Source: an optimization exercise on an open RTL-to-GDS flow (aim: small area, a short achievable clock period and few clock cycles per item). Production flows keep margins and buffers that such runs may drop. At most, simulation tests tie the RTL to the original design; equivalence was not proved. Only the layout flow was run in run 2; the RTL was not checked for function there. Power figures rest on the tool's default switching activity, not on a simulated workload. The flow treats the clock pin as an ideal source, which a real chip does not have.

### design.v
module rpa_ring #(
    parameter L  = 126,
    parameter SR = 8
) (
    input              clk,
    input              rst,
    input              clear,       
    input              push,        
    input      [39:0]  push_rec,
    output reg         wr_ok,       
    input              fetch_req,   
    output             fetch,       
    output     [39:0]  rd_rec
);
    localparam PW  = $clog2(L);
    localparam NR  = (L + SR - 1) / SR;
    localparam LSR = $clog2(SR);
    wire [40*L-1:0] slots;
    reg [PW-1:0]    hq;
    reg [PW-1:0]    fp;
    reg [PW-1:0]    nf;
    reg             can_fetch;      
    assign fetch = fetch_req && can_fetch && !clear;
    wire [PW-LSR-1:0] rtap = fp[PW-1:LSR];
    reg [39:0] rd;
    integer i;
    always @(*) begin
        rd = 40'd0;
        for (i = 0; i < NR; i = i + 1)
            if (rtap == i) rd = rd | slots[40*(i*SR) +: 40];
    end
    assign rd_rec = rd;
    genvar g;
    generate
        for (g = 0; g < L; g = g + 1) begin : sl
            reg [39:0] q;
            if (g == 0) begin : wt
                always @(posedge clk)
                    q <= push ? push_rec : slots[40*((g + 1) % L) +: 40];
            end else begin : nt
                always @(posedge clk)
                    q <= slots[40*((g + 1) % L) +: 40];
            end
            assign slots[40*g +: 40] = q;
        end
    endgenerate
    wire nf_z    = (nf == {PW{1'b0}});
    wire nf_o    = (nf == {{(PW-1){1'b0}}, 1'b1});
    wire realign = clear || (nf_z && !push);
    wire nf_nz_n = push || (!nf_z && !(nf_o && fetch));
    wire nf_full_n = ((nf == L - 2) && push && !fetch) || ((nf == L - 1) && !fetch);
    wire [PW-1:0] hq_m1 = (hq == 0) ? L - 1 : hq - 1'b1;
    wire [PW-1:0] fp_m1 = (fp == 0) ? L - 1 : fp - 1'b1;
    always @(posedge clk) begin
        if (rst) begin
            hq        <= 1;
            fp        <= 1;
            nf        <= {PW{1'b0}};
            wr_ok     <= 1'b1;
            can_fetch <= 1'b0;
        end else if (realign) begin
            hq        <= 1;
            fp        <= 1;
            nf        <= {PW{1'b0}};
            wr_ok     <= 1'b1;
            can_fetch <= 1'b0;
        end else begin
            hq        <= push ? hq : hq_m1;
            fp        <= fetch ? fp : fp_m1;
            nf        <= nf + push - fetch;
            wr_ok     <= (push ? (hq == 1) : (hq == 2)) && !nf_full_n;
            can_fetch <= nf_nz_n && (fetch ? (fp[LSR-1:0] == 0) : (fp[LSR-1:0] == 1));
        end
    end
endmodule
module rpa_encoder (
    input      [31:0] value,
    input      [7:0]  ts,
    output     [39:0] rec
);
    assign rec = {ts, value[7:0], value[15:8], value[23:16], value[31:24]};
endmodule
module rpa_cmd_gate (
    input        taken,       
    input  [7:0] byte_in,
    output       cmd_start,   
    output       cmd_reset    
);
    assign cmd_start = taken && (byte_in == 8'h53);
    assign cmd_reset = taken && (byte_in == 8'h52);
endmodule
module rpa_pkt #(
    parameter N = 128,     
    parameter B = 5000     
) (
    input             clk,
    input             rst,
    input             p_req_valid,
    output            p_req_ready,
    input      [31:0] p_req_data,
    output reg        p_rsp_valid,
    output reg [2:0]  p_rsp_status,
    input             c_req_valid,
    output reg        c_req_ready,
    input      [31:0] c_req_data,
    output reg        c_rsp_valid,
    output reg [2:0]  c_rsp_status,
    output reg        tx_enable,
    input             tx_ready,
    output            tx_send,
    output reg [7:0]  tx_data,
    input             tx_complete,
    input             rx_avail,
    output            rx_take,
    input      [7:0]  rx_data,
    input      [7:0]  ts_in
);
    localparam BW = (B <= 1) ? 1 : $clog2(B);
    localparam CW = $clog2(N);           
    localparam OPC_INIT   = 4'h1;
    localparam OPC_STORE  = 4'h2;
    localparam OPC_FLUSH1 = 4'h3;
    localparam OPC_FLUSHB = 4'h4;
    localparam ST_OK       = 3'd0;
    localparam ST_NOT_INIT = 3'd1;
    localparam ST_DISABLED = 3'd2;
    localparam ST_FULL     = 3'd3;
    localparam ST_EMPTY    = 3'd4;
    localparam ST_TIMEOUT  = 3'd5;
    localparam P_IDLE  = 2'd0;
    localparam P_POLL  = 2'd1;
    localparam P_PUSH  = 2'd2;
    localparam P_DRAIN = 2'd3;
    localparam C_IDLE  = 3'd0;
    localparam C_POLL1 = 3'd1;    
    localparam C_CHK   = 3'd2;    
    localparam C_LOOP  = 3'd3;    
    localparam C_SEND  = 3'd4;    
    localparam C_CMPL  = 3'd5;    
    reg          init;
    reg          gate;
    reg [1:0]    wc;
    reg [CW-1:0] used;            
    reg [1:0]    p_state;
    reg [15:0]   p_rem;           
    reg          p_kz;            
    reg          p_big;           
    reg [CW-1:0] p_k;             
    reg [2:0]    p_status;
    reg [2:0]    c_state;
    reg          c_mode_buf;      
    reg          c_first;         
    reg [2:0]    idx;             
    reg [BW-1:0] budget;
    reg [39:0]   e0, e1;
    reg          f0, f1;
    reg          cur;
    reg          fl_send;         
    reg          fl_last;         
    reg          fl_sendc;        
    reg          fl_cpoll_i;      
    reg          fl_cpoll_c;      
    reg          fl_cpop_i;       
    reg          fl_cpop_c;       
    reg          fl_chkpop;       
    reg          fl_ppoll;        
    reg          p_rdy;           
    reg          p_inpush;        
    wire c_poll  = fl_cpoll_i || (fl_cpoll_c && tx_complete);
    wire p_poll  = fl_ppoll && !c_poll;
    assign rx_take = c_poll || fl_ppoll;
    wire taken   = rx_take && rx_avail;
    wire pop_imm = (fl_cpop_i || (fl_cpop_c && tx_complete)) && !rx_avail;
    wire pop     = pop_imm || fl_chkpop;
    assign tx_send = tx_ready && (fl_sendc || pop_imm);
    wire cmd_start;
    wire cmd_reset;
    rpa_cmd_gate u_gate (
        .taken     (taken),
        .byte_in   (rx_data),
        .cmd_start (cmd_start),
        .cmd_reset (cmd_reset)
    );
    wire [3:0] p_opc = p_req_data[3:0];
    wire [3:0] c_opc = c_req_data[3:0];
    wire p_req_fire = p_req_valid && p_req_ready;
    wire c_req_fire = c_req_valid && c_req_ready;
    wire p_init_req = (p_state == P_IDLE) && p_req_fire && (p_opc == OPC_INIT);
    wire c_init_req = (c_state == C_IDLE) && c_req_fire && (c_opc == OPC_INIT);
    wire init_req   = p_init_req || c_init_req;
    reg       do_init;
    reg [1:0] init_wc;
    wire clear = do_init || cmd_reset;
    wire        ring_wr_ok;
    assign p_req_ready = p_rdy || (p_inpush && ring_wr_ok);
    wire        push = (p_state == P_PUSH) && p_req_fire;
    wire [39:0] push_rec;
    rpa_encoder u_enc (
        .value (p_req_data),
        .ts    (ts_in),
        .rec   (push_rec)
    );
    wire cur_full = cur ? f1 : f0;
    wire nxt_full = cur ? f0 : f1;
    wire        fetch_req = !cur_full || !nxt_full;
    wire        fill1     = cur_full ? !cur : cur;    
    wire        fetch;
    wire [39:0] rd_rec;
    rpa_ring #(.L(N - 2), .SR(8)) u_ring (
        .clk       (clk),
        .rst       (rst),
        .clear     (clear),
        .push      (push),
        .push_rec  (push_rec),
        .wr_ok     (ring_wr_ok),
        .fetch_req (fetch_req),
        .fetch     (fetch),
        .rd_rec    (rd_rec)
    );
    wire [2:0] idx_start = (wc == 2'b00) ? 3'd3 : (wc == 2'b01) ? 3'd2 : 3'd0;
    wire [2:0] idx_tx = fl_send ? idx : idx_start;
    wire rel_early   = tx_send && (idx_tx == 3'd3);
    wire last_sent   = tx_send && fl_last;
    wire timeout     = fl_send && !tx_ready && (budget == B - 1);
    wire release_cur = rel_early || (timeout && !fl_last);
    wire keep_cur    = (fl_send || pop) && !release_cur && !fl_last;
    reg          init_n, gate_n;
    reg [1:0]    wc_n;
    reg [CW-1:0] used_n;
    reg          used_z_n;
    reg          f0_n, f1_n, cur_n;
    reg [39:0]   e0_n, e1_n;
    reg [2:0]    idx_n;
    reg [2:0]    c_state_n;
    reg          c_mode_buf_n, c_first_n;
    reg          c_rsp_valid_n;
    reg [2:0]    c_rsp_status_n;
    reg [1:0]    p_state_n;
    reg          p_rsp_valid_n;
    reg [2:0]    p_rsp_status_n;
    reg [2:0]    p_status_n;
    wire used_z = (used == {CW{1'b0}});
    wire used_o = (used == {{(CW-1){1'b0}}, 1'b1});
    wire          p_gate_now = cmd_start || (gate && !cmd_reset);
    wire [CW-1:0] used_adm   = used - fl_chkpop;
    wire [CW:0]   k_sum      = {1'b0, p_k} + {1'b0, used_adm};
    wire          p_fits     = !p_big && !k_sum[CW];
    wire          p_last     = (p_rem == 16'd1);
    always @(*) begin
        init_n = init;
        gate_n = gate;
        wc_n   = wc;
        if (do_init) begin
            init_n = 1'b1;
            wc_n   = init_wc;
            gate_n = 1'b0;
        end else if (cmd_reset) begin
            gate_n = 1'b0;
        end else if (cmd_start) begin
            gate_n = 1'b1;
        end
        if (clear) begin
            used_n   = {CW{1'b0}};
            used_z_n = 1'b1;
        end else begin
            used_n   = used + push - pop;
            used_z_n = (used_z && !push) || (used_o && pop && !push);
        end
        e0_n = e0;
        e1_n = e1;
        if (fetch && !fill1) e0_n = rd_rec;
        if (fetch &&  fill1) e1_n = rd_rec;
        f0_n = f0;
        f1_n = f1;
        if (release_cur && !cur) f0_n = 1'b0;
        if (release_cur &&  cur) f1_n = 1'b0;
        if (fetch && !fill1) f0_n = 1'b1;
        if (fetch &&  fill1) f1_n = 1'b1;
        if (clear) begin
            if (!(keep_cur && !cur)) f0_n = 1'b0;
            if (!(keep_cur &&  cur)) f1_n = 1'b0;
        end
        cur_n = release_cur ? !cur : cur;
        c_state_n      = c_state;
        c_mode_buf_n   = c_mode_buf;
        c_first_n      = c_first;
        c_rsp_valid_n  = 1'b0;
        c_rsp_status_n = c_rsp_status;
        idx_n          = idx;
        if (tx_send)
            idx_n = idx_tx + 3'd1;
        else if (pop)
            idx_n = idx_start;
        case (c_state)
            C_IDLE: begin
                if (c_req_fire) begin
                    if (c_opc == OPC_INIT) begin
                        c_rsp_valid_n  = 1'b1;
                        c_rsp_status_n = ST_OK;
                    end else if (c_opc == OPC_FLUSH1) begin
                        c_mode_buf_n = 1'b0;
                        c_state_n    = C_POLL1;
                    end else if (c_opc == OPC_FLUSHB) begin
                        c_mode_buf_n = 1'b1;
                        c_state_n    = C_POLL1;
                    end
                end
            end
            C_POLL1: begin
                if (!init) begin
                    c_rsp_valid_n  = 1'b1;
                    c_rsp_status_n = ST_NOT_INIT;
                    c_state_n      = C_IDLE;
                end else if (c_poll) begin
                    if (rx_avail) begin
                        c_first_n = 1'b1;
                        c_state_n = C_CHK;
                    end else if (!gate) begin
                        c_rsp_valid_n  = 1'b1;
                        c_rsp_status_n = ST_DISABLED;
                        c_state_n      = C_IDLE;
                    end else if (used_z) begin
                        c_rsp_valid_n  = 1'b1;
                        c_rsp_status_n = ST_EMPTY;
                        c_state_n      = C_IDLE;
                    end else if (c_mode_buf) begin
                        c_state_n = C_LOOP;
                    end else begin
                        c_state_n = C_SEND;
                    end
                end
            end
            C_CHK: begin
                if (!gate) begin
                    c_rsp_valid_n  = 1'b1;
                    c_rsp_status_n = ST_DISABLED;
                    c_state_n      = C_IDLE;
                end else if (used_z) begin
                    c_rsp_valid_n  = 1'b1;
                    c_rsp_status_n = c_first ? ST_EMPTY : ST_OK;
                    c_state_n      = C_IDLE;
                end else if (c_first && c_mode_buf) begin
                    c_state_n = C_LOOP;
                end else if (cur_full) begin
                    c_state_n = C_SEND;
                end
            end
            C_SEND: begin
                if (last_sent) begin
                    c_state_n = C_CMPL;
                end else if (timeout) begin
                    c_rsp_valid_n  = 1'b1;
                    c_rsp_status_n = ST_TIMEOUT;
                    c_state_n      = C_IDLE;
                end
            end
            default: begin  
                if (c_state == C_CMPL && !tx_complete) begin
                    c_state_n = C_CMPL;
                end else if (c_state == C_CMPL && !c_mode_buf) begin
                    c_rsp_valid_n  = 1'b1;
                    c_rsp_status_n = ST_OK;
                    c_state_n      = C_IDLE;
                end else if (used_z) begin
                    c_rsp_valid_n  = 1'b1;
                    c_rsp_status_n = ST_OK;
                    c_state_n      = C_IDLE;
                end else if (c_poll) begin
                    c_first_n = 1'b0;
                    if (rx_avail) begin
                        c_state_n = C_CHK;
                    end else if (!gate) begin
                        c_rsp_valid_n  = 1'b1;
                        c_rsp_status_n = ST_DISABLED;
                        c_state_n      = C_IDLE;
                    end else begin
                        c_state_n = C_SEND;
                    end
                end else begin
                    c_state_n = C_LOOP;
                end
            end
        endcase
        p_state_n      = p_state;
        p_rsp_valid_n  = 1'b0;
        p_rsp_status_n = p_rsp_status;
        p_status_n     = p_status;
        case (p_state)
            P_IDLE: begin
                if (p_req_fire) begin
                    if (p_opc == OPC_INIT) begin
                        p_rsp_valid_n  = 1'b1;
                        p_rsp_status_n = ST_OK;
                    end else if (p_opc == OPC_STORE) begin
                        p_state_n = P_POLL;
                    end
                end
            end
            P_POLL: begin
                if (!init) begin
                    if (p_kz) begin
                        p_rsp_valid_n  = 1'b1;
                        p_rsp_status_n = ST_NOT_INIT;
                        p_state_n      = P_IDLE;
                    end else begin
                        p_status_n = ST_NOT_INIT;
                        p_state_n  = P_DRAIN;
                    end
                end else if (p_poll) begin
                    if (!p_gate_now || !p_fits) begin
                        if (p_kz) begin
                            p_rsp_valid_n  = 1'b1;
                            p_rsp_status_n = p_gate_now ? ST_FULL : ST_DISABLED;
                            p_state_n      = P_IDLE;
                        end else begin
                            p_status_n = p_gate_now ? ST_FULL : ST_DISABLED;
                            p_state_n  = P_DRAIN;
                        end
                    end else if (p_kz) begin
                        p_rsp_valid_n  = 1'b1;
                        p_rsp_status_n = ST_OK;
                        p_state_n      = P_IDLE;
                    end else begin
                        p_state_n = P_PUSH;
                    end
                end
            end
            default: begin  
                if (p_req_fire && p_last) begin
                    p_rsp_valid_n  = 1'b1;
                    p_rsp_status_n = (p_state == P_PUSH) ? ST_OK : p_status;
                    p_state_n      = P_IDLE;
                end
            end
        endcase
    end
    wire cur_full_n = cur_n ? f1_n : f0_n;
    always @(posedge clk) begin
        e0 <= e0_n;
        e1 <= e1_n;
    end
    always @(posedge clk) begin
        if (rst) begin
            init         <= 1'b0;
            gate         <= 1'b0;
            wc           <= 2'b00;
            used         <= {CW{1'b0}};
            tx_enable    <= 1'b0;
            do_init      <= 1'b0;
            init_wc      <= 2'b00;
            f0           <= 1'b0;
            f1           <= 1'b0;
            cur          <= 1'b0;
            idx          <= 3'd0;
            budget       <= {BW{1'b0}};
            c_state      <= C_IDLE;
            c_mode_buf   <= 1'b0;
            c_first      <= 1'b0;
            c_rsp_valid  <= 1'b0;
            c_rsp_status <= ST_OK;
            c_req_ready  <= 1'b1;
            p_state      <= P_IDLE;
            p_rem        <= 16'd0;
            p_kz         <= 1'b0;
            p_big        <= 1'b0;
            p_k          <= {CW{1'b0}};
            p_status     <= ST_OK;
            p_rsp_valid  <= 1'b0;
            p_rsp_status <= ST_OK;
            p_rdy        <= 1'b1;
            p_inpush     <= 1'b0;
            tx_data      <= 8'd0;
            fl_send      <= 1'b0;
            fl_last      <= 1'b0;
            fl_sendc     <= 1'b0;
            fl_cpoll_i   <= 1'b0;
            fl_cpoll_c   <= 1'b0;
            fl_cpop_i    <= 1'b0;
            fl_cpop_c    <= 1'b0;
            fl_chkpop    <= 1'b0;
            fl_ppoll     <= 1'b0;
        end else begin
            init         <= init_n;
            gate         <= gate_n;
            wc           <= wc_n;
            used         <= used_n;
            tx_enable    <= init_req;
            do_init      <= init_req;
            if (init_req) init_wc <= p_init_req ? p_req_data[5:4] : c_req_data[5:4];
            f0           <= f0_n;
            f1           <= f1_n;
            cur          <= cur_n;
            idx          <= idx_n;
            if (pop || tx_send)
                budget <= {BW{1'b0}};
            else if (fl_send && !tx_ready)
                budget <= budget + 1'b1;
            c_state      <= c_state_n;
            c_mode_buf   <= c_mode_buf_n;
            c_first      <= c_first_n;
            c_rsp_valid  <= c_rsp_valid_n;
            c_rsp_status <= c_rsp_status_n;
            c_req_ready  <= (c_state_n == C_IDLE);
            p_state      <= p_state_n;
            if (p_state == P_IDLE && p_req_fire) begin
                p_rem <= p_req_data[23:8];
                p_kz  <= (p_req_data[23:8] == 16'd0);
                p_big <= (p_req_data[23:8+CW] != 0);
                p_k   <= p_req_data[8+CW-1:8];
            end else if (p_state != P_IDLE && p_req_fire) begin
                p_rem <= p_rem - 16'd1;
            end
            p_status     <= p_status_n;
            p_rsp_valid  <= p_rsp_valid_n;
            p_rsp_status <= p_rsp_status_n;
            p_rdy        <= (p_state_n == P_IDLE) || (p_state_n == P_DRAIN);
            p_inpush     <= (p_state_n == P_PUSH);
            fl_last <= rel_early || (fl_last && !tx_send && !timeout);
            if (rel_early)
                tx_data <= cur ? e1[39:32] : e0[39:32];
            else if (fl_last && !tx_send)
                tx_data <= tx_data;
            else if (c_state_n == C_SEND)
                tx_data <= (cur_n ? e1_n : e0_n) >> (8 * idx_n);
            else
                tx_data <= (cur_n ? e1_n : e0_n) >> (8 * idx_start);
            fl_send    <= (c_state_n == C_SEND);
            fl_sendc   <= (c_state_n == C_SEND) ||
                          ((c_state_n == C_CHK) && gate_n && !used_z_n && !(c_first_n && c_mode_buf_n) && cur_full_n);
            fl_cpoll_c <= (c_state_n == C_CMPL) && c_mode_buf_n && !used_z_n && cur_full_n;
            fl_cpop_c  <= (c_state_n == C_CMPL) && c_mode_buf_n && !used_z_n && cur_full_n && gate_n;
            fl_cpoll_i <= ((c_state_n == C_POLL1) && init_n && (c_mode_buf_n || used_z_n || cur_full_n)) ||
                          ((c_state_n == C_LOOP) && !used_z_n && cur_full_n);
            fl_cpop_i  <= ((c_state_n == C_POLL1) && init_n && !c_mode_buf_n && !used_z_n && cur_full_n && gate_n) ||
                          ((c_state_n == C_LOOP) && !used_z_n && cur_full_n && gate_n);
            fl_chkpop  <= (c_state_n == C_CHK) && gate_n && !used_z_n && !(c_first_n && c_mode_buf_n) && cur_full_n;
            fl_ppoll   <= (p_state_n == P_POLL) && init_n;
        end
    end
endmodule
### flow/run.sh
#!/bin/bash
# Standard synthesis unchanged, then the standard layout with a larger
# setup slack margin for the timing repair after CTS and global routing.
set -euo pipefail
MARGIN=${MARGIN:-5.6}
bash standard.sh synth > synth.log 2>&1
sed "s/CLKGATE_MAP_FILE= /CLKGATE_MAP_FILE= SETUP_SLACK_MARGIN=$MARGIN /" standard.sh > standard_margin.sh
bash standard_margin.sh finish > layout.log 2>&1
### standard.sh
#!/bin/bash
# synth_recipe.tcl (not shown) runs the flow's synth.tcl, then flattens the netlist and writes it again
# the make line also repeats each setting of config.mk as NAME=value (left out here)
make -C /OpenROAD-flow-scripts/flow DESIGN_CONFIG=/design/flow/config.mk WORK_HOME=/design/flow/orfs CLKGATE_MAP_FILE= SYNTH_SCRIPT=/design/flow/synth_recipe.tcl "${@:-finish}"
### config.mk
export PLATFORM = sky130hd
export DESIGN_NAME = rpa_pkt
export DESIGN_NICKNAME = rpa_pkt
export VERILOG_FILES = /design/flow/design.v
export SDC_FILE = /design/flow/constraint.sdc
export NUM_CORES = 4
export LEC_CHECK = 0
export ABC_CLOCK_PERIOD_IN_PS = 4000
export CAP_MARGIN = 20
export CORE_MARGIN = 2
export CORE_UTILIZATION = 60
export CTS_BUF_LIST = sky130_fd_sc_hd__clkbuf_16
export CTS_CLUSTER_DIAMETER = 80
export CTS_CLUSTER_SIZE = 30
export SLEW_MARGIN = 20
export SYNTH_MEMORY_MAX_BITS = 8192
### constraint.sdc
create_clock -name core_clock -period 10.0 [get_ports {clk}]
set_input_delay 2.0000 -clock core_clock [delete_from_list [all_inputs] [get_ports {clk}]]
set_output_delay 2.0000 -clock core_clock [all_outputs]
set_load 0.01 [all_outputs]
==> results_dict.tcl, run 1 <==
set metrics [dict create \
    synth.distinct_cells 90 \
    die_y_um 442.8 \
    critical_path.cell_chain "buf_12 -> a211o_1 -> nand3_4 -> inv_8 -> buf_6" \
    viasPerCell 4.763 \
    cellPowerDensity_nw_per_um2 245.4 \
    share_seq_of_total_power 0.685 \
    hold_path.class "reg -> reg" \
    gp_congestion 0.8303 \
    overflow 0 \
    synthArstFlopShare 0 \
    ys_seq_area_frac 0.9074 \
    power_frac_comb 0.009 \
    cts_tree "built" \
    slew_headroom 0.1614 \
    cp_top_family "compound AO/OA/AOI/OAI gates" \
    slew_violations 0 \
    final_common_cell "dfxtp_1" \
    routed-via-count 46480 \
    timing.fmax_ghz 0.2138 \
    ant_nets 0 \
    start_util 0.6019 \
    multi_input_area_um2 10240 \
    fin_skew_ns 0.04173 \
    cts_buffers 195 \
    coreArea_um2 192000 \
    synth_cells 6996 \
    io_buffers 80 \
    dp_hpwl_mm 108.3 \
    reg2reg_slack_ns 5.74 \
    grt_pass1_wl_mm 276.8 \
    fillers 13740 \
    dp_cells 9503 \
    final_layout_size_suffix_gt1_frac 0.05841 \
    slowest_delay_ns 0.30 \
    area_growth_pct 8.361 \
    antenna_found_initial 14 \
    htree_num_levels 4 \
    tns_ns 0 \
    yosys_warnings 2 \
    cp_slowest_cell "a211o_1" \
    dr.pass1.iters 7 \
    fin_crit_ns 4.678 \
    fin_cells 9759 \
    num_io_pins 108 \
    worstPathMaxFanout 4 \
    first_iter_violations 2892 \
    rsz0062_at_grt "yes" \
    die_w_um 442.8 \
    grt_start_max_net_pins 82 \
    hold_viol 0 \
    status "complete, no violations" \
    grt_pass1_vias 45160 \
    p_leak_nw 48.87 \
    seq_area_um2 104800 \
    end_kind "primary output" \
    p_sw_frac 0.1925 \
    worstSkewPairLatency_ns 0.87 \
    holdWs_ns 0.3168 \
    startpoint "tx_complete" \
    clockBufferDepth 3 \
    rr_startpoint "u_ring.fp[5]" \
    cp.required_ns 8.00 \
    final_nets 7336 \
    synth_ff_type "dfxtp_1" \
    synth_nets 7131 \
    fin_crit_sh 0.4678 \
    pwr-share-clk 0.305 \
    worstSetupPathType "in -> out" \
    final_cell_mix "dfxtp_1, nand2_1, clkbuf_16" \
    wl_per_cell_um 19.10 \
    cell_internal_pwr_w 0.02481 \
    worstPathBufferInverterCount 3 \
    drc 0 \
    numClockSinks 5237 \
    num_rows 161 \
    drt_wl_total_mm 186.4 \
    synth_edf_count 0 \
    cts_root_buf "clkbuf_16" \
    p_switching_w 0.005914 \
    peakVddDrop_mv 0.1718 \
    worstMarginPinSlew_ns 1.248 \
    start_kind "input pin" \
    drv_cap 0 \
    ys_seq_elements 5237 \
    path_clk_slew_ns 0.10 \
    arrival_ns 2.68 \
    syn_area_um2 115500 \
    setup_viol 0 \
    track_usage 0.1885 \
    hold_start "u_ring.sl[109].q[10]" \
    synth.avg_cell_area_um2 16.52 \
    die-area_um2 196100 \
]
## registers in the layout, summed over array words and instances (netlist names), 2 cells and up
register / flops
idx: 3
e0: 40
c_state: 3
p_rsp_status: 2
used: 7
p_k: 7
u_ring.nf: 7
p_rem: 16
c_rsp_status: 3
tx_data: 8
u_ring.hq: 7
e1: 40
p_status: 2
u_ring.sl.q: 5040
wc: 2
budget: 13
u_ring.fp: 7
init_wc: 2
p_state: 2
## per-stage QoR
stage	utilization	area (um2)	power [W]	worst slack, ns
6_report	0.6522	125200	0.03072	5.322
5_1_grt	0.6521	125200	0.03176	5.313
4_1_cts	0.6511	125000	0.03099	5.279
3_5_place_dp	0.6224	119500	0.02182	4.048
3_3_place_gp	0.6224	119500	0.02180	4.021
2_1_floorplan	-	115600	0.02171	5.113
## kinds of logic (layout without fill, tap and decap cells)
group	count (synthesis)	count (layout)	share of synthesized area
other	1	9	0.00003246
and+or+nand+nor	750	751	0.03128
DFF	5237	5237	0.9074
buffers and inverters	199	427	0.007114
xor gates and xnor gates	29	29	0.002198
AOI/OAI and AO/OA	637	637	0.03803
muxes	95	95	0.008652
adders and majority gates	48	48	0.005328
## Yosys cell counts (all sizes together), types with 10 or more instances
cell type | number | area, um2
mux2i | 65 | 650.6
a22oi | 149 | 1119
or3 | 12 | 75.07
a211oi | 22 | 175.2
nor4 | 22 | 137.6
o211ai | 13 | 97.59
o21ai | 125 | 625.6
or2 | 11 | 68.82
xnor2 | 15 | 131.4
nand4 | 17 | 106.4
buf | 52 | 265.2
nand2 | 264 | 1007
a21oi | 127 | 646.9
ha | 46 | 575.6
xor2 | 14 | 122.6
a21o | 22 | 166.4
mux2 | 29 | 326.6
inv | 53 | 204.0
a2bb2oi | 10 | 87.58
nand3 | 85 | 442.9
nor4b | 10 | 100.1
nor3 | 46 | 262.8
nor2b | 16 | 100.1
a221oi | 15 | 131.4
a221o | 19 | 190.2
a222oi | 36 | 360.4
dfxtp | 5237 | 104800
a31oi | 24 | 150.1
clkbuf | 94 | 352.8
nor2 | 205 | 795.8
## power groups by stage
stage / combinational, W / sequential, W / clock (W)
floorplan: 0.000188 / 0.0215 / 0
global placement: 0.000263 / 0.0215 / 0
detailed placement: 0.000274 / 0.0215 / 0
CTS: 0.000279 / 0.0211 / 0.00965
global route: 0.000314 / 0.0211 / 0.0104
finish: 0.000283 / 0.0211 / 0.00938
## routing by layer
metal / GRT usage / part of all wire / wire length (um)
met1: 0.2862 / 0.51 / 94840
met2: 0.2831 / 0.43 / 80110
met3: 0.02741 / 0.037 / 6831
met4: 0.05376 / 0.025 / 4615
met5: 0 / 0 / 0
## layout make-up
type | count | share of cell area
Tap cell | 2526 | 0.02524
Inverter | 53 | 0.001669
Multi-Input combinational cell | 1561 | 0.08177
Clock buffer | 199 | 0.03977
Antenna cell | 8 | 0.0001599
Timing Repair Buffer | 153 | 0.01142
Sequential cell | 5237 | 0.8374
Clock inverter | 22 | 0.002548
## worst paths after layout
path	to	cells after the start
max	tx_send	5
min	u_ring.sl[108].q[10]	0
max reg2reg	tx_data[0]	12
min reg2reg	u_ring.sl[108].q[10]	0
## timing repair
item / 4_1_cts / 5_1_grt
hold buffers: 0 / 0
setup buffers: 12 / 13
endpoints found under the setup margin: 22 / 12
pin swaps: 8 / 16
gates resized for setup: 43 / 22
gates cloned: 1 / 1
Testbench counts, summed over its fixed seeds: cycles 13,955, items 1,920.
==> run 2, diff against run 1 <==
--- a/design.v
+++ b/design.v
@@ -158,6 +158,8 @@
     reg          fl_send;         
     reg          fl_last;         
     reg          fl_sendc;        
+    reg          fl_ts;           
+    reg          fl_tu;           
     reg          fl_cpoll_i;      
     reg          fl_cpoll_c;      
     reg          fl_cpop_i;       
@@ -172,7 +174,7 @@
     wire taken   = rx_take && rx_avail;
     wire pop_imm = (fl_cpop_i || (fl_cpop_c && tx_complete)) && !rx_avail;
     wire pop     = pop_imm || fl_chkpop;
-    assign tx_send = tx_ready && (fl_sendc || pop_imm);
+    assign tx_send = tx_ready && (fl_ts || (fl_cpop_c && tx_complete)) && !(rx_avail && fl_tu);
     wire cmd_start;
     wire cmd_reset;
     rpa_cmd_gate u_gate (
@@ -435,6 +437,11 @@
         endcase
     end
     wire cur_full_n = cur_n ? f1_n : f0_n;
+    wire fl_sendc_n  = (c_state_n == C_SEND) ||
+                       ((c_state_n == C_CHK) && gate_n && !used_z_n && !(c_first_n && c_mode_buf_n) && cur_full_n);
+    wire fl_cpop_c_n = (c_state_n == C_CMPL) && c_mode_buf_n && !used_z_n && cur_full_n && gate_n;
+    wire fl_cpop_i_n = ((c_state_n == C_POLL1) && init_n && !c_mode_buf_n && !used_z_n && cur_full_n && gate_n) ||
+                       ((c_state_n == C_LOOP) && !used_z_n && cur_full_n && gate_n);
     always @(posedge clk) begin
         e0 <= e0_n;
         e1 <= e1_n;
@@ -473,6 +480,8 @@
             fl_send      <= 1'b0;
             fl_last      <= 1'b0;
             fl_sendc     <= 1'b0;
+            fl_ts        <= 1'b0;
+            fl_tu        <= 1'b0;
             fl_cpoll_i   <= 1'b0;
             fl_cpoll_c   <= 1'b0;
             fl_cpop_i    <= 1'b0;
@@ -525,14 +534,14 @@
             else
                 tx_data <= (cur_n ? e1_n : e0_n) >> (8 * idx_start);
             fl_send    <= (c_state_n == C_SEND);
-            fl_sendc   <= (c_state_n == C_SEND) ||
-                          ((c_state_n == C_CHK) && gate_n && !used_z_n && !(c_first_n && c_mode_buf_n) && cur_full_n);
+            fl_sendc   <= fl_sendc_n;
             fl_cpoll_c <= (c_state_n == C_CMPL) && c_mode_buf_n && !used_z_n && cur_full_n;
-            fl_cpop_c  <= (c_state_n == C_CMPL) && c_mode_buf_n && !used_z_n && cur_full_n && gate_n;
+            fl_cpop_c  <= fl_cpop_c_n;
             fl_cpoll_i <= ((c_state_n == C_POLL1) && init_n && (c_mode_buf_n || used_z_n || cur_full_n)) ||
                           ((c_state_n == C_LOOP) && !used_z_n && cur_full_n);
-            fl_cpop_i  <= ((c_state_n == C_POLL1) && init_n && !c_mode_buf_n && !used_z_n && cur_full_n && gate_n) ||
-                          ((c_state_n == C_LOOP) && !used_z_n && cur_full_n && gate_n);
+            fl_cpop_i  <= fl_cpop_i_n;
+            fl_ts      <= fl_sendc_n || fl_cpop_i_n;
+            fl_tu      <= fl_cpop_i_n || fl_cpop_c_n;
             fl_chkpop  <= (c_state_n == C_CHK) && gate_n && !used_z_n && !(c_first_n && c_mode_buf_n) && cur_full_n;
             fl_ppoll   <= (p_state_n == P_POLL) && init_n;
         end
==> run 2 against run 1 <==
Still clean. Clock power grew 1%. Hold slack lost 0.0011 ns. Routed wire length grew 3.1%. Non-clock buffer count grew 4. Largest cell class unchanged. Highest routed layer is now met5.
==> results_dict.tcl, run 2 <==
set metrics [dict create \
    status "complete, no violations" \
    dp_hpwl_mm 113.9 \
    ys_top_cells_by_area "dfxtp_1, a22oi_1, nand2_1" \
    fin_skew_ns 0.03914 \
    worstMarginPinSlew_ns 1.081 \
    synth_nets 7179 \
    worstSkewPairLatency_ns 0.87 \
    ys_seq_area_frac 0.9027 \
    area_growth_pct 8.471 \
    num_io_pins 108 \
    num_rows 161 \
    slew_headroom 0.2778 \
    synth.avg_cell_area_um2 16.49 \
    yosys_warnings 2 \
    cts_buffers 197 \
    worstPathMaxFanout 7 \
    final_nets 7377 \
    start_util 0.6038 \
    fillers 13670 \
    slew_violations 0 \
    routed-via-count 47250 \
    drt_wl_total_mm 192.2 \
    cts_tree "built" \
    timing.fmax_ghz 0.2160 \
    regMostFlops "u_ring.sl.q" \
    slowest_delay_ns 0.19 \
    synth_common_cells "dfxtp_1, nand2_1, nor2_1" \
    cp_slowest_cell "a21boi_4" \
    syn_area_um2 116200 \
    drc 0 \
    synth_edf_count 0 \
    synth_top_area_cell "dfxtp_1" \
    hold_path.class "reg -> reg" \
    numClockSinks 5238 \
    worstSetupPathType "in -> out" \
    ys_seq_elements 5238 \
    utilization 0.6550 \
    largest_register_ffs 5040 \
    first_iter_violations 3168 \
    arrival_ns 2.63 \
    final_layout_size_suffix_gt1_frac 0.06246 \
    grt_pass1_wl_mm 284.9 \
    grt_pass1_vias 45780 \
    final_cell_mix "dfxtp_1, nand2_1, clkbuf_16" \
    p_leak_nw 49.28 \
    fin_crit_sh 0.4630 \
    synthArstFlopShare 0 \
    grt_start_max_net_pins 80 \
    io_buffers 80 \
    overflow 0 \
    antenna_found_initial 9 \
    dr.pass1.iters 7 \
    synth_top_area_frac 0.9027 \
    fin_crit_ns 4.630 \
    cts_root_buf "clkbuf_16" \
    htree_num_levels 4 \
    synth_ff_type "dfxtp_1" \
    cp_common_cell "buf_6" \
    viasPerCell 4.821 \
    cellPowerDensity_nw_per_um2 248.5 \
    synth.distinct_cells 94 \
    gp_congestion 0.8161 \
    wl_per_cell_um 19.61 \
    final_common_cell "dfxtp_1" \
    ant_nets 0 \
    peakVddDrop_mv 0.1746 \
    setup_viol 0 \
    drv_cap 0 \
    cp.required_ns 8.00 \
    yosysMostFrequentCell "dfxtp_1" \
    end_kind "primary output" \
    critical_path.cell_chain "buf_6 -> a21boi_4 -> nand2_4 -> inv_6 -> buf_6" \
    die-area_um2 197100 \
    die_w_um 444.0 \
    hold_viol 0 \
    reg_top3 "u_ring.sl.q (5040), e0 (40), e1 (40)" \
    track_usage 0.1942 \
    die_y_um 444.0 \
    hold_buffers 0 \
    path_clk_slew_ns 0.10 \
    start_kind "input pin" \
    tns_ns 0 \
    rsz0062_at_grt "yes" \
    coreArea_um2 192400 \
    synth_cells 7044 \
    clockBufferDepth 3 \
]
==> run 2: worst max-delay path: cells and delay by family <==
kind / cells / cell delay, ns
buffers and inverters: 3 / 0.34
AO/OA/AOI/OAI: 1 / 0.19
AND/OR/NAND/NOR: 1 / 0.09
==> run 2: cells by family (layout without fill, tap and decap cells) <==
group                    after synthesis  in the layout  share of synthesized area
adder cells (fa/ha/maj)               49             49                   0.005396
flip-flops                          5238           5238                     0.9027
multiplexers                         127            127                    0.01192
AO/OA/AOI/OAI                        663            663                    0.04090
AND/OR/NAND/NOR                      728            729                    0.02956
other                                  1              7                 0.00003228
XOR/XNOR                              29             29                   0.002187
buffers and inverters                209            433                   0.007324
==> run 2: worst paths after layout <==
kind / start / endpoint / slack, ns / depth (start not counted)
setup / recovery: rx_avail / tx_send / 5.37 / 5
hold / removal: u_ring.sl[97].q[11] / u_ring.sl[96].q[11] / 0.32 / 0
hold reg to reg: u_ring.sl[97].q[11] / u_ring.sl[96].q[11] / 0.32 / 0
setup reg to reg: u_ring.fp[5] / tx_data[5] / 5.74 / 11
==> run 2: power by group <==
part / internal (W) / leakage (nW) / switching [W]
logic: 0.000208 / 4.41 / 0.000287
registers: 0.0212 / 42.2 / 0.000135
clock network: 0.00371 / 2.65 / 0.00576
total: 0.0251 / 49.3 / 0.00618
==> run 2: layout make-up <==
cell class	count	area (um2)	share of cell area
Multi-Input combinational cell	1598	10900	0.08651
Antenna cell	6	15.01	0.0001192
Sequential cell	5238	104900	0.8323
Timing Repair Buffer	157	1456	0.01156
Clock inverter	23	312.8	0.002482
Clock buffer	203	5080	0.04031
Tap cell	2526	3161	0.02508
Inverter	50	205.2	0.001628
==> run 2: per-layer routing <==
metal / vias up / share of wire / track usage / routed length [um]
li1: 23190 / - / - / -
met1: 22940 / 0.52 / 0.3015 / 98980
met2: 837 / 0.42 / 0.2835 / 80250
met3: 278 / 0.046 / 0.03162 / 8838
met4: 2 / 0.021 / 0.05054 / 4117
met5: - / 0.000068 / 0 / 13
==> run 2: what timing repair did <==
item | CTS | global route
pin swaps | 11 | 9
setup endpoints to repair | 49 | 19
gates cloned | 0 | 1
setup buffers | 13 | 13
resized for setup | 59 | 18
==> run 2: stage by stage <==
step / hold slack, ns / power (W) / instances / cell area (um2) / worst slack (ns)
detailed placement: 0.3121 / 0.02230 / 9542 / 120200 / 3.928
global route: 0.3252 / 0.03240 / 9797 / 126000 / 5.353
CTS: 0.3123 / 0.03158 / 9781 / 125800 / 5.315
finish: 0.3157 / 0.03131 / 9801 / 126000 / 5.370
floorplan: 0.3096 / 0.02209 / 7044 / 116300 / 5.485
global placement: 0.3096 / 0.02228 / 9542 / 120200 / 3.979
==> run 3, diff against run 2 <==
--- a/design.v
+++ b/design.v
@@ -143,9 +143,6 @@
     reg [CW-1:0] used;            
     reg [1:0]    p_state;
     reg [15:0]   p_rem;           
-    reg          p_kz;            
-    reg          p_big;           
-    reg [CW-1:0] p_k;             
     reg [2:0]    p_status;
     reg [2:0]    c_state;
     reg          c_mode_buf;      
@@ -245,7 +242,9 @@
     wire used_o = (used == {{(CW-1){1'b0}}, 1'b1});
     wire          p_gate_now = cmd_start || (gate && !cmd_reset);
     wire [CW-1:0] used_adm   = used - fl_chkpop;
-    wire [CW:0]   k_sum      = {1'b0, p_k} + {1'b0, used_adm};
+    wire          p_kz       = (p_rem == 16'd0);
+    wire          p_big      = (p_rem[15:CW] != 0);
+    wire [CW:0]   k_sum      = {1'b0, p_rem[CW-1:0]} + {1'b0, used_adm};
     wire          p_fits     = !p_big && !k_sum[CW];
     wire          p_last     = (p_rem == 16'd1);
     always @(*) begin
@@ -468,9 +467,6 @@
             c_req_ready  <= 1'b1;
             p_state      <= P_IDLE;
             p_rem        <= 16'd0;
-            p_kz         <= 1'b0;
-            p_big        <= 1'b0;
-            p_k          <= {CW{1'b0}};
             p_status     <= ST_OK;
             p_rsp_valid  <= 1'b0;
             p_rsp_status <= ST_OK;
@@ -513,9 +509,6 @@
             p_state      <= p_state_n;
             if (p_state == P_IDLE && p_req_fire) begin
                 p_rem <= p_req_data[23:8];
-                p_kz  <= (p_req_data[23:8] == 16'd0);
-                p_big <= (p_req_data[23:8+CW] != 0);
-                p_k   <= p_req_data[8+CW-1:8];
             end else if (p_state != P_IDLE && p_req_fire) begin
                 p_rem <= p_rem - 16'd1;
             end
==> flow/run.sh (replaced) <==
#!/bin/bash
# Standard synthesis unchanged, then the standard layout with a larger
# setup slack margin for the timing repair after CTS and global routing, and
# the smallest buffer as the port buffer (timing repair sizes it up where needed).
set -euo pipefail
MARGIN=${MARGIN:-5.75}
bash standard.sh synth > synth.log 2>&1
sed "s/CLKGATE_MAP_FILE= /CLKGATE_MAP_FILE= SETUP_SLACK_MARGIN=$MARGIN 'BUFFER_PORTS_ARGS=-buffer_cell sky130_fd_sc_hd__buf_1' /" standard.sh > standard_margin.sh
bash standard_margin.sh finish > layout.log 2>&1
--- a/config.mk
+++ b/config.mk
@@ -10,7 +10,7 @@
 export CORE_MARGIN = 2
 export CORE_UTILIZATION = 60
 export CTS_BUF_LIST = sky130_fd_sc_hd__clkbuf_16
-export CTS_CLUSTER_DIAMETER = 80
-export CTS_CLUSTER_SIZE = 30
+export CTS_CLUSTER_DIAMETER = 84
+export CTS_CLUSTER_SIZE = 32
 export SLEW_MARGIN = 20
 export SYNTH_MEMORY_MAX_BITS = 8192
==> run 3 against run 2 <==
Synthesized area fell by 0.58%. Combinational power increased by 6.5%. Critical path type unchanged. Still clean. Fmax is 0.68% higher.
==> results_dict.tcl, run 3 <==
set metrics [dict create \
    status "complete, no violations" \
    synth_top_area_cell "dfxtp_1" \
    start_util 0.6016 \
    worstSkewPairLatency_ns 0.87 \
    grt_use_met3 0.02734 \
    yosysMostFrequentCell "dfxtp_1" \
    p_leak_nw 48.47 \
    ys_seq_area_frac 0.9064 \
    area_growth_pct 7.844 \
    cellPowerDensity_nw_per_um2 250.5 \
    final_common_cell "dfxtp_1" \
    die_y_um 442.7 \
    largest_register_ffs 5040 \
    slew_headroom 0.3752 \
    setup_viol 0 \
    rsz0062_at_grt "yes" \
    critical_path.cell_chain "buf_12 -> a21o_1 -> nand3_4 -> inv_8 -> buf_8" \
    end_kind "primary output" \
    synth_nets 7043 \
    synthArstFlopShare 0 \
    peakVddDrop_mv 0.2153 \
    use_met2 0.3096 \
    ys_seq_elements 5229 \
    coreArea_um2 192000 \
    synth.avg_cell_area_um2 16.72 \
    reg_top3 "u_ring.sl.q (5040), e0 (40), e1 (40)" \
    fin_skew_ns 0.02747 \
    cp.required_ns 8.00 \
    grt_pass1_vias 44850 \
    drt_wl_total_mm 192.6 \
    fin_cells 9656 \
    hold_viol 0 \
    drv_cap 0 \
    path_clk_slew_ns 0.10 \
    multi_input_area_um2 10350 \
    worstMarginPinSlew_ns 0.9330 \
    overflow 0 \
    synth_top_area_frac 0.9064 \
    track_usage 0.1944 \
    num_rows 161 \
    worstPathMaxFanout 4 \
    worstSetupPathType "in -> out" \
    ys_top_cells_by_area "dfxtp_1, mux2i_1, a22oi_1" \
    arrival_ns 2.60 \
    wl_per_cell_um 19.94 \
    synth.distinct_cells 88 \
    slowest_delay_ns 0.18 \
    dr.pass1.iters 6 \
    timing.fmax_ghz 0.2175 \
    cts_root_buf "clkbuf_16" \
    ant_nets 0 \
    seq_area_um2 104700 \
    worstPathBufferInverterCount 3 \
    die_w_um 442.7 \
    clockBufferDepth 3 \
    start_kind "input pin" \
    numClockSinks 5229 \
    synth_cells 6908 \
    dp_hpwl_mm 113.4 \
    regMostFlops "u_ring.sl.q" \
    final_cell_mix "dfxtp_1, nand2_1, clkbuf_16" \
    synth_common_cells "dfxtp_1, nand2_1, nor2_1" \
    first_iter_violations 2854 \
    slew_violations 0 \
    final_layout_size_suffix_gt1_frac 0.05990 \
    dp_cells 9411 \
    antenna_found_initial 16 \
    viasPerCell 4.759 \
    fin_crit_ns 4.598 \
    drc 0 \
    grt_pass1_wl_mm 281.9 \
    tns_ns 0 \
    gp_congestion 0.8247 \
    cts_tree "built" \
    fin_crit_sh 0.4598 \
    io_buffers 80 \
    top_usage_layer "met2" \
    met1_usage 0.2776 \
    synth_ff_type "dfxtp_1" \
    yosys_warnings 2 \
    grt_start_max_net_pins 59 \
    die-area_um2 196000 \
    hold_path.class "reg -> reg" \
    routed-via-count 45950 \
    num_io_pins 108 \
    syn_area_um2 115500 \
    htree_num_levels 4 \
    final_nets 7237 \
    cp_top_family "buffers and inverters" \
    reg2reg_slack_ns 5.87 \
    synth_edf_count 0 \
    cts_buffers 186 \
    fillers 13760 \
    cp_slowest_cell "a21o_1" \
]
[run 3: repair_timing]
action / in CTS / in global routing
pin swaps: 6 / 18
hold buffers: 0 / 0
gates resized for setup: 52 / 14
cloned: 2 / 3
setup buffers: 9 / 15
setup endpoints to repair: 59 / 12
[run 3: path summary, 6_finish.rpt]
kind / to / cells after the start / start
worst max-delay path: tx_send / 5 / tx_complete
worst min-delay path: u_ring.sl[107].q[31] / 0 / u_ring.sl[108].q[31]
worst max register to register: tx_data[4] / 9 / u_ring.fp[5]
worst min register to register: u_ring.sl[107].q[31] / 0 / u_ring.sl[108].q[31]
[run 3: cell families after synthesis]
kind of cell | synth area share
DFF | 0.9064
and+or+nand+nor | 0.02733
AOI/OAI and AO/OA | 0.03393
buffers and inverters | 0.007497
muxes | 0.01719
adders and majority gates | 0.005330
xor gates and xnor gates | 0.002275
other | 0.00003247
[run 3: final cells by class]
class	count	area share
Clock inverter	26	0.003365
Timing Repair Buffer	146	0.007745
Multi-Input combinational cell	1479	0.08308
Tap cell	2526	0.02538
Inverter	60	0.002029
Clock buffer	188	0.03777
Sequential cell	5229	0.8406
Antenna cell	2	0.00004018
[run 3: report_power, final]
group / internal (W) / switching, W / total (W) / leakage [nW]
Clock: 0.00349 / 0.00575 / 0.00924 / 2.50
Combinational: 0.000178 / 0.000347 / 0.000526 / 3.83
Sequential: 0.0213 / 0.000166 / 0.0214 / 42.1
Total: 0.0249 / 0.00627 / 0.0312 / 48.5
[run 3: stage by stage]
step                      total power, W    util  cell area [um2]  hold slack (ns)  setup slack, ns
after CTS                        0.03145  0.6476           124300           0.3027            5.395
after global routing             0.03225  0.6488           124500           0.3163            5.392
after global placement           0.02239  0.6193           118900           0.3095            3.680
final                            0.03120  0.6488           124500           0.3040            5.402
after detailed placement         0.02242  0.6193           118900           0.3121            3.744
after floorplan                  0.02219       -           115700           0.3096            5.454
[run 3: metal layers]
layer / vias up / routed length, um
li1: 22640 / -
met1: 22400 / 93300
met2: 634 / 86930
met3: 281 / 6756
met4: 2 / 5578
met5: - / 13
Testbench counts of run 3, summed over its fixed seeds: cycles 13,955, items 1,920.
==> run 4, diff against run 3 <==
==> flow/run.sh (replaced) <==
#!/bin/bash
# Standard synthesis unchanged, then the standard layout with a larger
# setup slack margin for the timing repair after CTS and global routing, and
# the smallest buffer as the port buffer (timing repair sizes it up where needed).
set -euo pipefail
MARGIN=${MARGIN:-5.6}
bash standard.sh synth > synth.log 2>&1
sed "s/CLKGATE_MAP_FILE= /CLKGATE_MAP_FILE= SETUP_SLACK_MARGIN=$MARGIN 'BUFFER_PORTS_ARGS=-buffer_cell sky130_fd_sc_hd__buf_1' /" standard.sh > standard_margin.sh
bash standard_margin.sh finish > layout.log 2>&1
==> run 4 against run 3 <==
Still clean on timing, DRC and antenna. Hold slack better by 0.0024 ns. Die area is the same. Worst setup slack got worse by 0.011 ns. Synthesized cell count did not move. Critical path depth did not move. Combinational power decreased by 4.2%. Global-route usage is 0.12 points lower. Sequential power hardly changed. Synthesized area is the same. Highest routed layer unchanged.
==> results_dict.tcl, run 4 <==
set metrics [dict create \
    power_frac_comb 0.016 \
    synth_ff_type "dfxtp_1" \
    pwr-share-clk 0.293 \
    ys_seq_elements 5229 \
    cp_slowest_cell "a21o_1" \
    worstSkewPairLatency_ns 0.86 \
    hold_path.class "reg -> reg" \
    area_growth_pct 7.498 \
    worstMarginPinSlew_ns 0.9798 \
    path_clk_slew_ns 0.11 \
    grt_start_max_net_pins 68 \
    utilization 0.6467 \
    antenna_found_initial 12 \
    viasPerCell 4.736 \
    first_iter_violations 2764 \
    overflow 0 \
    fin_crit_sh 0.4610 \
    dr.pass1.iters 7 \
    ys_seq_area_frac 0.9064 \
    syn_area_um2 115500 \
    ys_top_cells_by_area "dfxtp_1, mux2i_1, a22oi_1" \
    wl_per_cell_um 19.66 \
    htree_num_levels 4 \
    die_w_um 442.7 \
    ant_nets 0 \
    slew_violations 0 \
    slowest_delay_ns 0.18 \
    synth_top_area_cell "dfxtp_1" \
    hold_viol 0 \
    setup_viol 0 \
    p_sw_frac 0.1978 \
    crit_cells 5 \
    status "complete, no violations" \
    yosys_warnings 2 \
    slew_headroom 0.3444 \
    tns_ns 0 \
    final_cell_mix "dfxtp_1, nand2_1, clkbuf_16" \
    dp_slack_ns 4.097 \
    drt_wl_total_mm 189.8 \
    cts_tree "built" \
    cellPowerDensity_nw_per_um2 250.0 \
    yosysMostFrequentCell "dfxtp_1" \
    final_layout_size_suffix_gt1_frac 0.05742 \
    fin_cells 9654 \
    synth_common_cells "dfxtp_1, nand2_1, nor2_1" \
    grt_pass1_vias 44790 \
    final_common_cell "dfxtp_1" \
    cts_root_buf "clkbuf_16" \
    synth_cells 6908 \
    critical_path.cell_chain "buf_12 -> a21o_1 -> nand3_4 -> inv_8 -> buf_8" \
    start_util 0.6016 \
    gp_congestion 0.7982 \
    p_switching_w 0.006140 \
    num_io_pins 108 \
    clockBufferDepth 3 \
    arrival_ns 2.61 \
    num_rows 161 \
    synthArstFlopShare 0 \
    fin_crit_ns 4.610 \
    share_seq_of_total_power 0.691 \
    worstPathBufferInverterCount 3 \
    io_buffers 80 \
    final_nets 7235 \
    largest_register_ffs 5040 \
    synth_edf_count 0 \
    fillers 13670 \
    reg2reg_depth 9 \
    worstHoldPathCells 0 \
    track_usage 0.1932 \
    coreArea_um2 192000 \
    cp_top_family "buffers and inverters" \
    drv_cap 0 \
    cts_buffers 183 \
    drc 0 \
    regMostFlops "u_ring.sl.q" \
    dp_hpwl_mm 113.8 \
    worstSetupPathType "in -> out" \
    cp.required_ns 8.00 \
    synth_top_area_frac 0.9064 \
    timing.fmax_ghz 0.2169 \
    numClockSinks 5229 \
    routed-via-count 45720 \
    cell_internal_pwr_w 0.02490 \
    grt_pass1_wl_mm 280.8 \
    rsz0062_at_grt "yes" \
    reg_top3 "u_ring.sl.q (5040), e0 (40), e1 (40)" \
    worstPathMaxFanout 4 \
    dp_cells 9420 \
    end_kind "primary output" \
    holdWs_ns 0.3064 \
    start_kind "input pin" \
    fin_skew_ns 0.03357 \
    synth.avg_cell_area_um2 16.72 \
    synth.distinct_cells 88 \
    setup_ws_ns 5.390 \
    die_y_um 442.7 \
    die-area_um2 196000 \
    peakVddDrop_mv 0.1837 \
    p_leak_nw 48.37 \
    synth_nets 7043 \
]
run 4: area by class of cell:
class | instances | area, um2 | area share
diodes | 5 | 12.51 | 0.0001008
clock buffers | 189 | 4730 | 0.03810
clock inverters | 19 | 202.7 | 0.001633
inverters | 60 | 234.0 | 0.001885
multi-input cells | 1478 | 10210 | 0.08224
flip-flops and latches | 5229 | 104700 | 0.8433
well taps | 2526 | 3161 | 0.02546
repair buffers | 148 | 907.1 | 0.007307
run 4: worst reg2reg max path: cells and delay by family, from the launching register on:
family,cells,cell delay [ns]
AND/OR/NAND/NOR,4,1.65
multiplexers,2,0.88
flip-flops,1,0.69
buffers and inverters,1,0.50
AO/OA/AOI/OAI,2,0.45
run 4: repair_timing:
action | in CTS | in global routing
gates resized for setup | 24 | 5
pin swaps | 4 | 5
buffers inserted | 5 | 13
hold buffers | 0 | 0
endpoints found under the setup margin | 27 | 10
gates cloned | 3 | 0
run 4: per-layer routing:
| metal | share of wire | GRT usage |
|---|---|---|
| met5 | 0.00022 | 0 |
| met4 | 0.028 | 0.05903 |
| met3 | 0.030 | 0.02812 |
| met2 | 0.45 | 0.3059 |
| met1 | 0.49 | 0.2776 |
run 4: kinds of logic (layout without fill, tap and decap cells):
| group | Yosys count | count (layout) | synth area share |
|---|---|---|---|
| fa+ha+maj | 48 | 48 | 0.005330 |
| xor+xnor | 30 | 30 | 0.002275 |
| flops | 5229 | 5229 | 0.9064 |
| mux | 180 | 180 | 0.01719 |
| other cells | 1 | 6 | 0.00003247 |
| simple gates | 660 | 663 | 0.02733 |
| buf+inv | 204 | 416 | 0.007497 |
| compound gates | 556 | 556 | 0.03393 |
run 4: final timing paths:
check / start / end / slack [ns]
setup / recovery: tx_complete / tx_send / 5.39
setup reg to reg: u_ring.fp[4] / tx_data[2] / 5.73
hold / removal: u_ring.sl[3].q[33] / u_ring.sl[2].q[33] / 0.31
hold reg to reg: u_ring.sl[3].q[33] / u_ring.sl[2].q[33] / 0.31
run 4: power by group through the flow:
stage / Combinational, W / Clock [W] / Sequential (W)
6_report: 0.000504 / 0.00910 / 0.0214
3_5_place_dp: 0.000501 / 0 / 0.0219
5_1_grt: 0.000559 / 0.0100 / 0.0215
2_1_floorplan: 0.000343 / 0 / 0.0218
3_3_place_gp: 0.000484 / 0 / 0.0219
4_1_cts: 0.000508 / 0.00934 / 0.0214
run 4: stage by stage:
| step | power [W] | instance area, um2 |
|---|---|---|
| final | 0.03104 | 124100 |
| after global routing | 0.03210 | 124100 |
| after CTS | 0.03130 | 124000 |
| after detailed placement | 0.02242 | 118900 |
| after global placement | 0.02239 | 118900 |
| after floorplan | 0.02218 | 115600 |
==> run 5, diff against run 4 <==
--- a/config.mk
+++ b/config.mk
@@ -8,9 +8,9 @@
 export ABC_CLOCK_PERIOD_IN_PS = 4000
 export CAP_MARGIN = 20
 export CORE_MARGIN = 2
-export CORE_UTILIZATION = 60
+export CORE_UTILIZATION = 66
 export CTS_BUF_LIST = sky130_fd_sc_hd__clkbuf_16
 export CTS_CLUSTER_DIAMETER = 84
-export CTS_CLUSTER_SIZE = 32
+export CTS_CLUSTER_SIZE = 34
 export SLEW_MARGIN = 20
 export SYNTH_MEMORY_MAX_BITS = 8192
==> run 5 against run 4 <==
Global-route usage rose by 1.6 points. Hold slack improved by 0.019 ns. Clock power fell by 2.4%. Highest routed layer is now met4. Largest cell class unchanged.
==> results_dict.tcl, run 5 <==
set metrics [dict create \
    synth_top_area_frac 0.9064 \
    status "complete, no violations" \
    end_kind "primary output" \
    share_seq_of_total_power 0.695 \
    path_clk_slew_ns 0.11 \
    synth_ff_type "dfxtp_1" \
    cts_buffers 174 \
    hold_viol 0 \
    worstSetupPathType "in -> out" \
    ys_seq_area_frac 0.9064 \
    gp_congestion 0.8337 \
    timing.fmax_ghz 0.2178 \
    die_w_um 422.3 \
    synth_common_cells "dfxtp_1, nand2_1, nor2_1" \
    num_io_pins 108 \
    num_rows 153 \
    final_nets 7219 \
    drc 0 \
    fin_skew_ns 0.02499 \
    fin_crit_ns 4.591 \
    ant_nets 0 \
    startpoint "tx_complete" \
    tns_ns 0 \
    routed-via-count 45600 \
    fin_area_um2 123600 \
    reg2reg_depth 10 \
    slew_headroom 0.2892 \
    p_switching_w 0.006111 \
    hold_path.class "reg -> reg" \
    synth_top_area_cell "dfxtp_1" \
    fin_crit_sh 0.4591 \
    grt_start_max_net_pins 59 \
    worstMarginPinSlew_ns 1.061 \
    yosysMostFrequentCell "dfxtp_1" \
    pwr-share-clk 0.288 \
    viasPerCell 4.832 \
    ys_seq_elements 5229 \
    cellPowerDensity_nw_per_um2 249.3 \
    power_frac_comb 0.016 \
    synthArstFlopShare 0 \
    cell_internal_pwr_w 0.02472 \
    cp.required_ns 8.00 \
    hold-path-endpoint "u_ring.sl[60].q[9]" \
    synth_cells 6908 \
    dr.pass1.iters 5 \
    worstSkewPairLatency_ns 0.84 \
    antenna_found_initial 6 \
    first_iter_violations 2864 \
    die-area_um2 178300 \
    wl_per_cell_um 19.74 \
    numClockSinks 5229 \
    syn_area_um2 115500 \
    clockBufferDepth 3 \
    ys_top_cells_by_area "dfxtp_1, mux2i_1, a22oi_1" \
    grt_pass1_wl_mm 277.0 \
    fillers 11520 \
    synth_edf_count 0 \
    cts_root_buf "clkbuf_16" \
    setup_viol 0 \
    utilization 0.7113 \
    final_common_cell "dfxtp_1" \
    drt_wl_total_mm 186.3 \
    regMostFlops "u_ring.sl.q" \
    grt_pass1_vias 44890 \
    start_kind "input pin" \
    area_growth_pct 7.061 \
    hold_start "u_ring.sl[61].q[9]" \
    overflow 0 \
    final_layout_size_suffix_gt1_frac 0.05571 \
    yosys_warnings 2 \
    slew_violations 0 \
    synth.avg_cell_area_um2 16.72 \
    arrival_ns 2.59 \
    holdWs_ns 0.3257 \
    track_usage 0.2088 \
    io_buffers 80 \
    largest_register_ffs 5040 \
    drv_cap 0 \
    die_y_um 422.3 \
    reg2reg_slack_ns 5.71 \
    worstHoldPathCells 0 \
    dp_hpwl_mm 111.6 \
    start_util 0.6644 \
    timing.rr.end "tx_data[4]" \
    worstPathMaxFanout 4 \
    p_leak_nw 48.22 \
    reg_top3 "u_ring.sl.q (5040), e0 (40), e1 (40)" \
    synth_nets 7043 \
    p_sw_frac 0.1982 \
    peakVddDrop_mv 0.2104 \
    coreArea_um2 173800 \
    cts_tree "built" \
    rsz0062_at_grt "yes" \
    htree_num_levels 4 \
    final_cell_mix "dfxtp_1, nand2_1, clkbuf_16" \
    postPlaceCellArea_um2 118600 \
    rr_startpoint "u_ring.fp[6]" \
    synth.distinct_cells 88 \
]
[run 5: timing repair]
action / in CTS / in global routing
gates cloned: 1 / 1
setup endpoints to repair: 22 / 14
hold buffers: 0 / 0
resized for setup: 28 / 22
buffers inserted: 9 / 6
pin swaps: 3 / 6
[run 5: worst max-delay path by stage]
stage | to | slack [ns] | cells after the start
3_5_place_dp | fl_tu | 4.35 | 12
3_3_place_gp | fl_tu | 4.40 | 12
2_1_floorplan | tx_send | 5.45 | 5
6_report | tx_send | 5.41 | 5
4_1_cts | tx_send | 5.39 | 5
5_1_grt | tx_send | 5.39 | 5
[run 5: worst max-delay path: stages]
cell	delay [ns]
buf_12	0.11
a21o_1	0.17
nand3_4	0.12
inv_8	0.05
buf_8	0.13
[run 5: stage by stage]
step	setup slack [ns]	instances	power, W
floorplan	5.454	6908	0.02218
global route	5.392	9433	0.03187
CTS	5.388	9425	0.03105
global placement	4.396	9215	0.02238
finish	5.409	9438	0.03083
detailed placement	4.349	9215	0.02241
[run 5: layout make-up]
| class | count | area (um2) | share of cell area |
|---|---|---|---|
| timing repair inverter | 1 | 5.005 | 0.00004048 |
| inverter | 60 | 240.2 | 0.001943 |
| sequential | 5229 | 104700 | 0.8467 |
| tap | 2325 | 2909 | 0.02353 |
| clock inverter | 24 | 291.5 | 0.002358 |
| timing repair buffer | 142 | 882.1 | 0.007134 |
| clock buffer | 176 | 4404 | 0.03562 |
| multi-input combinational | 1476 | 10210 | 0.08254 |
| antenna | 5 | 12.51 | 0.0001012 |
[run 5: cell families (layout without fill, tap and decap cells)]
logic type | count (synthesis) | count (layout) | synth area share
buf+inv | 204 | 403 | 0.007497
other cells | 1 | 6 | 0.00003247
compound gates | 556 | 556 | 0.03393
fa+ha+maj | 48 | 48 | 0.005330
flops | 5229 | 5229 | 0.9064
mux | 180 | 180 | 0.01719
simple gates | 660 | 661 | 0.02733
xor+xnor | 30 | 30 | 0.002275
[run 5: per-layer routing]
layer / wire [um] / GRT usage / vias to the layer above
li1: - / - / 22610
met1: 91050 / 0.3009 / 22140
met2: 84010 / 0.3306 / 603
met3: 5677 / 0.02898 / 251
met4: 5541 / 0.06643 / 0
met5: 0 / 0 / -
[run 5: power by group through the flow]
stage / Combinational, W / Sequential (W) / Clock (W)
3_3_place_gp: 0.000479 / 0.0219 / 0
4_1_cts: 0.000502 / 0.0214 / 0.00910
6_report: 0.000506 / 0.0214 / 0.00888
3_5_place_dp: 0.000498 / 0.0219 / 0
5_1_grt: 0.000562 / 0.0215 / 0.00981
2_1_floorplan: 0.000343 / 0.0218 / 0
==> run 6, diff against run 5 <==
--- a/config.mk
+++ b/config.mk
@@ -6,11 +6,11 @@
 export NUM_CORES = 4
 export LEC_CHECK = 0
 export ABC_CLOCK_PERIOD_IN_PS = 4000
-export CAP_MARGIN = 20
+export CAP_MARGIN = 5
 export CORE_MARGIN = 2
-export CORE_UTILIZATION = 66
+export CORE_UTILIZATION = 60
 export CTS_BUF_LIST = sky130_fd_sc_hd__clkbuf_16
 export CTS_CLUSTER_DIAMETER = 84
-export CTS_CLUSTER_SIZE = 34
-export SLEW_MARGIN = 20
+export CTS_CLUSTER_SIZE = 32
+export SLEW_MARGIN = 5
 export SYNTH_MEMORY_MAX_BITS = 8192
==> run 6 against run 5 <==
Core utilization fell by 6.5 points. Sequential power barely moved. Critical path type unchanged. Non-clock buffer count rose by 6. Clock skew rose by 0.0085 ns. Largest cell class unchanged. Flip-flop and latch count did not move. Worst setup slack got worse by 0.019 ns. Sequential share of layout area fell by 0.34 points. Clock-buffer cell count rose by 13. Largest power group unchanged. Clock power rose by 2.5%. Critical path depth did not move. Synthesized area did not move. Synthesized cell count did not move. Still clean on timing, DRC and antenna.
==> results_dict.tcl, run 6 <==
set metrics [dict create \
    routed-via-count 45710 \
    fin_area_um2 124100 \
    tns_ns 0 \
    die_w_um 442.7 \
    fin_crit_sh 0.4610 \
    cts_buffers 183 \
    fin_crit_ns 4.610 \
    yosys.area_share.simple 0.02733 \
    ys_seq_elements 5229 \
    gp_congestion 0.7982 \
    worstPathMaxFanout 4 \
    p_leak_nw 48.37 \
    synth_top_area_cell "dfxtp_1" \
    ys_top_cells_by_area "dfxtp_1, mux2i_1, a22oi_1" \
    drv_cap 0 \
    fillers 13670 \
    synth.distinct_cells 88 \
    largest_register_ffs 5040 \
    timing.fmax_ghz 0.2169 \
    final_common_cell "dfxtp_1" \
    viasPerCell 4.735 \
    synth_ff_type "dfxtp_1" \
    synth_common_cells "dfxtp_1, nand2_1, nor2_1" \
    synth_nets 7043 \
    slew_headroom 0.2109 \
    worstMarginPinSlew_ns 1.179 \
    dp_hpwl_mm 113.8 \
    drc 0 \
    yosysMostFrequentCell "dfxtp_1" \
    drt_wl_total_mm 189.8 \
    hold_buffers 0 \
    fin_skew_ns 0.03351 \
    slew_violations 0 \
    grt_start_max_net_pins 68 \
    htree_num_levels 4 \
    hold_path.class "reg -> reg" \
    cts_root_buf "clkbuf_16" \
    grt_pass1_vias 44790 \
    synthArstFlopShare 0 \
    fin_cells 9654 \
    end_kind "primary output" \
    critical_path.cell_chain "buf_12 -> a21o_1 -> nand3_4 -> inv_8 -> buf_8" \
    worstSetupPathType "in -> out" \
    synth_xor_area_frac 0.002275 \
    rsz0062_at_grt "yes" \
    cts_tree "built" \
    antenna_found_initial 12 \
    num_rows 161 \
    ant_nets 0 \
    start_util 0.6016 \
    first_iter_violations 2764 \
    synth_compound_gate_area_share 0.03393 \
    overflow 0 \
    track_usage 0.1932 \
    postPlaceCellArea_um2 118900 \
    syn_area_um2 115500 \
    numClockSinks 5229 \
    coreArea_um2 192000 \
    grt_pass1_wl_mm 280.8 \
    io_buffers 80 \
    yosys_warnings 2 \
    cp_slowest_cell "a21o_1" \
    ys_seq_area_frac 0.9064 \
    start_kind "input pin" \
    path_clk_slew_ns 0.11 \
    final_nets 7235 \
    synth.avg_cell_area_um2 16.72 \
    peakVddDrop_mv 0.1837 \
    synth_cells 6908 \
    status "complete, no violations" \
    synth_edf_count 0 \
    cp.required_ns 8.00 \
    area_growth_pct 7.496 \
    finalPower_w 0.03104 \
    cellPowerDensity_nw_per_um2 250.0 \
    regMostFlops "u_ring.sl.q" \
    worstSkewPairLatency_ns 0.86 \
    clockBufferDepth 3 \
    dp_cells 9420 \
    die_y_um 442.7 \
    synth_top_area_frac 0.9064 \
    dr.pass1.iters 7 \
    final_cell_mix "dfxtp_1, nand2_1, clkbuf_16" \
    setup_viol 0 \
    slowest_delay_ns 0.18 \
    num_io_pins 108 \
    die-area_um2 196000 \
    wl_per_cell_um 19.66 \
    arrival_ns 2.61 \
    synthMuxAreaShare 0.01719 \
    hold_viol 0 \
    reg_top3 "u_ring.sl.q (5040), e0 (40), e1 (40)" \
    synth_top_family_by_area "compound AO/OA/AOI/OAI gates" \
    synthAdderAreaFrac 0.005330 \
    final_layout_size_suffix_gt1_frac 0.05728 \
]
## run 6: per-stage QoR
step	setup slack [ns]	utilization	hold slack [ns]
6_report	5.390	0.6467	0.3064
5_1_grt	5.382	0.6466	0.3148
3_5_place_dp	4.097	0.6194	0.3121
3_3_place_gp	4.098	0.6194	0.3096
4_1_cts	5.383	0.6460	0.3140
2_1_floorplan	5.454	-	0.3096
## run 6: layout make-up
type                    instances  area, um2  share of cell area
diodes                          5      12.51           0.0001008
repair buffers                148      907.1            0.007307
inverters                      60      234.0            0.001885
multi-input cells            1478      10210             0.08222
well taps                    2526       3161             0.02546
clock inverters                19      202.7            0.001633
flip-flops and latches       5229     104700              0.8433
clock buffers                 189       4730             0.03810
## run 6: routing by layer
metal	global-route usage	wire length, um
met1	0.2776	93270
met2	0.3059	85480
met3	0.02812	5646
met4	0.05903	5346
met5	0	41
## run 6: path summary, 6_finish.rpt
kind                            from            endpoint  slack [ns]  depth (start not counted)
hold / removal    u_ring.sl[3].q[33]  u_ring.sl[2].q[33]        0.31                          0
setup reg to reg        u_ring.fp[4]          tx_data[2]        5.73                          9
hold reg to reg   u_ring.sl[3].q[33]  u_ring.sl[2].q[33]        0.31                          0
setup / recovery         tx_complete             tx_send        5.39                          5
## run 6: cells by family (layout without fill, tap and decap cells)
logic type,count (synthesis),in the layout
AOI/OAI and AO/OA,556,556
other,1,6
adders and majority gates,48,48
muxes,180,180
and+or+nand+nor,660,663
buffers and inverters,204,416
DFF,5229,5229
xor gates and xnor gates,30,30
## run 6: timing repair
action,in CTS,in global routing
endpoints found under the hold margin,0,0
gates cloned,3,0
pin swaps,4,5
gates resized for setup,24,5
buffers inserted,5,13
endpoints found under the setup margin,27,10
## run 6: critical path, delay by kind of cell
family / cells / cell delay, ns
buf+inv: 3 / 0.30
simple gates: 1 / 0.12
compound gates: 1 / 0.18
## run 6: where the power goes
group | switching (W) | total [W] | internal, W
Combinational | 0.000329 | 0.000504 | 0.000175
Sequential | 0.000165 | 0.0214 | 0.0213
Clock | 0.00565 | 0.00910 | 0.00345
Total | 0.00614 | 0.0310 | 0.0249

-- separate check: timing with driven ports --
In the flow no input, the clock included, has a driving cell. The finished layouts below were timed again as built, in two steps. Step 1 assumes that a clkbuf_16 drives the clock port and a buf_2 every other input. Step 2 times the ports against the registers' clock, not the clock port: input delays grow and output delays shrink by t, the midpoint of the rising clock arrivals with the driver on. Three values: ideal ports, drivers, drivers and shift; two values: the first two.
run	shift t [ns]	setup WS [ns]
run 1	0.927	5.322 / 5.259 / 4.744
run 2	0.935	5.370 / 5.309 / 4.798
run 3	0.938	5.402 / 5.276 / 4.753
run 4	0.922	5.390 / 5.341 / 4.764
run 5	0.909	5.409 / 5.329 / 4.735
run 6	0.922	5.390 / 5.341 / 4.764
After both steps every run listed still meets setup and hold.
